Source: an optimization exercise on an open RTL-to-GDS flow (aim: small area, a short achievable clock period and few clock cycles). Production flows keep margins and buffers that such runs may drop. RTL that was checked went through simulation tests only; none was proved equivalent to the original. No activity file was given, so power comes from the tool's default toggle rates.

==> flow/design.v (excerpt) <==
module jbd_bms_parser (
    input  wire        clk,
    input  wire        rst,         
    input  wire        cmd_valid,
    input  wire [15:0] cmd_word,
    output wire        cmd_ready,
    input  wire [11:0] rd_addr,
    output wire [31:0] rd_data
);
==> flow/config.mk <==
export PLATFORM = sky130hd
export DESIGN_NAME = jbd_bms_parser
export DESIGN_NICKNAME = jbd_bms_parser
export VERILOG_FILES = /design/flow/design.v
export SDC_FILE = /design/flow/constraint.sdc
export NUM_CORES = 8
export LEC_CHECK = 0
export ABC_AREA = 0
export CAP_MARGIN = 20
export CORE_MARGIN = 2
export CORE_UTILIZATION = 55
export CTS_CLUSTER_DIAMETER = 80
export CTS_CLUSTER_SIZE = 20
export PLACE_DENSITY = 0.7
export SETUP_SLACK_MARGIN = 4.0
export SLEW_MARGIN = 20
export SYNTH_HIERARCHICAL = 1
==> flow/constraint.sdc <==
create_clock -name core_clock -period 10.0 [get_ports {clk}]
set_input_delay 2.0000 -clock core_clock [delete_from_list [all_inputs] [get_ports {clk}]]
set_output_delay 2.0000 -clock core_clock [all_outputs]
set_load 0.01 [all_outputs]
run.sh (not shown) runs the stock make flow with config.mk's settings and CLKGATE_MAP_FILE= SYNTH_SCRIPT=/design/flow/synth_recipe.tcl, a recipe that flattens the netlist after the stock synthesis.
Testbench counts at the start, summed over its fixed seeds: cycles 10,075.
Change:
--- a/flow/design.v
+++ b/flow/design.v
@@ -339,50 +339,58 @@
         for (gs = 0; gs < 16; gs = gs + 1) begin : g_pack
             assign sgv[8*gs +: 8] = sg[gs];
             assign rgv[8*gs +: 8] = rg[gs];
         end
         for (gs = 0; gs < 6; gs = gs + 1) begin : g_hpack
             assign hbv[8*gs +: 8] = hbuf[gs];
         end
     endgenerate
     wire [7:0] ws, wr, wh;
     aor16x8 u_ws (.d(sgv), .sel(dlo), .y(ws));
     aor16x8 u_wr (.d(rgv), .sel(dsl), .y(wr));
     aor6x8  u_wh (.d(hbv), .sel(dlo[5:0]), .y(wh));
+    wire [63:0] rline;       
+    rd_reg_dec u_rdec (.rd_addr(rd_addr), .line(rline));
     reg [63:0] rsel;
     reg [31:0] rw;
     always @(*) begin
         for (a = 0; a < 64; a = a + 1)
-            rsel[a] = dlo[a & 15] & dhi[a >> 4] & rcond[a];
+            rsel[a] = rline[a] & rcond[a];
         rw = 32'h0000_0000;
         for (a = 0; a < 64; a = a + 1)
             rw = rw | ({32{rsel[a]}} & regv[a]);
     end
     rd_or u_or (.c_win(c_win), .c_hi(c_hi), .c_reg(c_reg), .ws(ws), .wr(wr), .wh(wh), .rw(rw), .y(rd_data));
 endmodule
 module rd_addr_dec (
     input  wire [11:0] rd_addr,
     output wire        c_win,
     output wire        c_hi,
     output wire        c_reg,
     output wire [15:0] dlo,
     output wire [15:0] dhi
 );
     wire top0 = (rd_addr[11:10] == 2'b00);
     assign c_reg = top0 && (rd_addr[9:6] == 4'b0000);
     assign c_win = top0 && (rd_addr[9:8] == 2'b01);
     assign c_hi  = top0 && (rd_addr[9:8] == 2'b10) && (rd_addr[7:3] == 5'd0);
     assign dlo   = 16'h0001 << rd_addr[3:0];
     assign dhi   = 16'h0001 << rd_addr[7:4];
 endmodule
+module rd_reg_dec (
+    input  wire [11:0] rd_addr,
+    output wire [63:0] line
+);
+    assign line = (rd_addr[11:6] == 6'd0) ? (64'd1 << rd_addr[5:0]) : 64'd0;
+endmodule
 module rd_or (
     input  wire        c_win,
     input  wire        c_hi,
     input  wire        c_reg,
     input  wire [7:0]  ws,
     input  wire [7:0]  wr,
     input  wire [7:0]  wh,
     input  wire [31:0] rw,
     output wire [31:0] y
 );
     assign y = {{24{c_reg}} & rw[31:8],
                 ({8{c_reg}} & rw[7:0]) | ({8{c_win}} & (ws | wr)) | ({8{c_hi}} & wh)};
The changed run ran to the end with no violations.
Combinational power hardly moves.
Cell area came out higher by 2.1%.
Utilization came out higher by 0.80 points.
Die area came out higher by 0.43%.
Clock skew came out lower by 0.0039 ns.
Synthesized cell count came out higher by 0.34%.
Worst hold slack gains 0.011 ns.
Sequential power hardly moves.
Wire length came out higher by 5.1%.
Via count came out higher by 2.9%.
Critical path depth came out higher by 3.
Area after synthesis came out higher by 0.43%.
Flip-flop and latch count is unchanged.
Only the layout flow was run in the second run of this note; the RTL was not checked for function there.


## run a
jbd_bms_parser, a different RTL version from the one above (not shown whole).
Size: ~8300 cells after synthesis, about 2200 flip-flops, ~64 I/O pins, roughly 80000 µm² of cells after synthesis.
make LEC_CHECK=0 ABC_AREA=0 CAP_MARGIN=20 CORE_MARGIN=2 CORE_UTILIZATION=55 CTS_CLUSTER_DIAMETER=80 CTS_CLUSTER_SIZE=20 PLACE_DENSITY=0.7 SETUP_SLACK_MARGIN=4.0 SLEW_MARGIN=20 SYNTH_HIERARCHICAL=1 finish   # period 10.0 ns
Input-level comparison between run b and run a:
--- a/flow/design.v
+++ b/flow/design.v
@@ -364,53 +364,35 @@
                         || a == 6'h2A || (a >= 6'h31 && a <= 6'h37))
                         regw = 16;
                     else if ((a >= 6'h18 && a <= 6'h1C) || (a >= 6'h21 && a <= 6'h29))
                         regw = 8;
                     else
                         regw = 0;
             endcase
         end
     endfunction
-    function integer has_term;    
-        input integer s;
-        input integer b;
-        integer j;
-        begin
-            has_term = 0;
-            for (j = 0; j < 4; j = j + 1)
-                if (b < regw(16*j + s)) has_term = 1;
-        end
-    endfunction
-    reg [31:0] dv [0:63];       
+    reg [63:0] rsel;
     always @(*)
         for (a = 0; a < 64; a = a + 1)
-            dv[a] = {32{rcond[a]}} & regv[a];
+            rsel[a] = dlo[a & 15] & dhi[a >> 4] & rcond[a];
     wire [31:0] rw;
-    genvar ga, gb2, gs2;
+    genvar ga, gb;
     generate
-        for (gb2 = 0; gb2 < 32; gb2 = gb2 + 1) begin : g_rw
-            wire [15:0] z2;
-            for (gs2 = 0; gs2 < 16; gs2 = gs2 + 1) begin : g_s
-                if (has_term(gs2, gb2)) begin : g_t
-                    wire [3:0] z1;
-                    for (ga = 0; ga < 4; ga = ga + 1) begin : g_a
-                        if (gb2 < regw(16*ga + gs2)) begin : g_l
-                            nand2m u (.s(dhi[ga]), .d(dv[16*ga + gs2][gb2]), .z(z1[ga]));
-                        end else begin : g_1
-                            assign z1[ga] = 1'b1;
-                        end
-                    end
-                    nand2m u2 (.s(dlo[gs2]), .d(~&z1), .z(z2[gs2]));
-                end else begin : g_n
-                    assign z2[gs2] = 1'b1;
+        for (gb = 0; gb < 32; gb = gb + 1) begin : g_rw
+            wire [63:0] zr;
+            for (ga = 0; ga < 64; ga = ga + 1) begin : g_a
+                if (gb < regw(ga)) begin : g_t
+                    nand2m u (.s(rsel[ga]), .d(regv[ga][gb]), .z(zr[ga]));
+                end else begin : g_0
+                    assign zr[ga] = 1'b1;
                 end
             end
-            assign rw[gb2] = ~&z2;
+            assign rw[gb] = ~&zr;
         end
     endgenerate
     rd_or u_or (.c_win(c_win), .c_hi(c_hi), .c_reg(c_reg), .ws(ws), .wr(wr), .wh(wh), .rw(rw), .y(rd_data));
 endmodule
 module rd_addr_dec (
     input  wire [11:0] rd_addr,
     output wire        c_win,
     output wire        c_hi,
     output wire        c_reg,
## What came out
- NOTE sum of net half-perimeters after detailed placement run a->run b increased by a few percent
- Compared with run a, in run b layout buffering overhead excluding clock cells shows an increase of 0.96 points; final cell area excluding filler cells went down.
- The core of run b is more densely filled than that of run a.
- Power dissipated by switching net loads in run b is about 1.6% below run a.
- Run b reports a lower maximum clock skew at final layout than run a does.
- On run b: height of the die is about 2.3% lower than what run a gave.
- Of run a and run b, run b shows the higher post-cts sizing count, with run a below it.
Function was not checked in any run of this note: the RTL went through the layout flow alone.

==> static timing again, ports no longer ideal <==
The flow's constraints put no driver on any port. The routed layouts listed below were extracted and timed again, unchanged, in two steps.
Step 1, drivers: a clkbuf_16 drives clk and a buf_2 each remaining input, both assumed.
Step 2, shift: input delay + t, output delay - t, t = (earliest + latest rising clock arrival at the registers) / 2. This alone moves slack from input paths to output paths.
Slacks: ideal ports / drivers / drivers and shift; pairs: ideal ports / drivers.
| run | shift t [ns] | slack for setup (ns) | worst setup path after step 2 |
|---|---|---|---|
| the first run of note 1 | 0.881 | 3.032 / 2.912 / 2.912 | input to output |
| the second run of note 1 | 0.879 | 2.889 / 2.829 / 2.829 | input to output |
| run a | 0.902 | 2.959 / 2.920 / 2.920 | input to output |
| run b | 0.905 | 2.926 / 2.891 / 2.891 | input to output |
After both steps setup and hold are still met in every run listed. The setup slack of the first run of note 1, which loses most, moves by -0.120 ns with the drivers and by -0.120 ns with both steps.
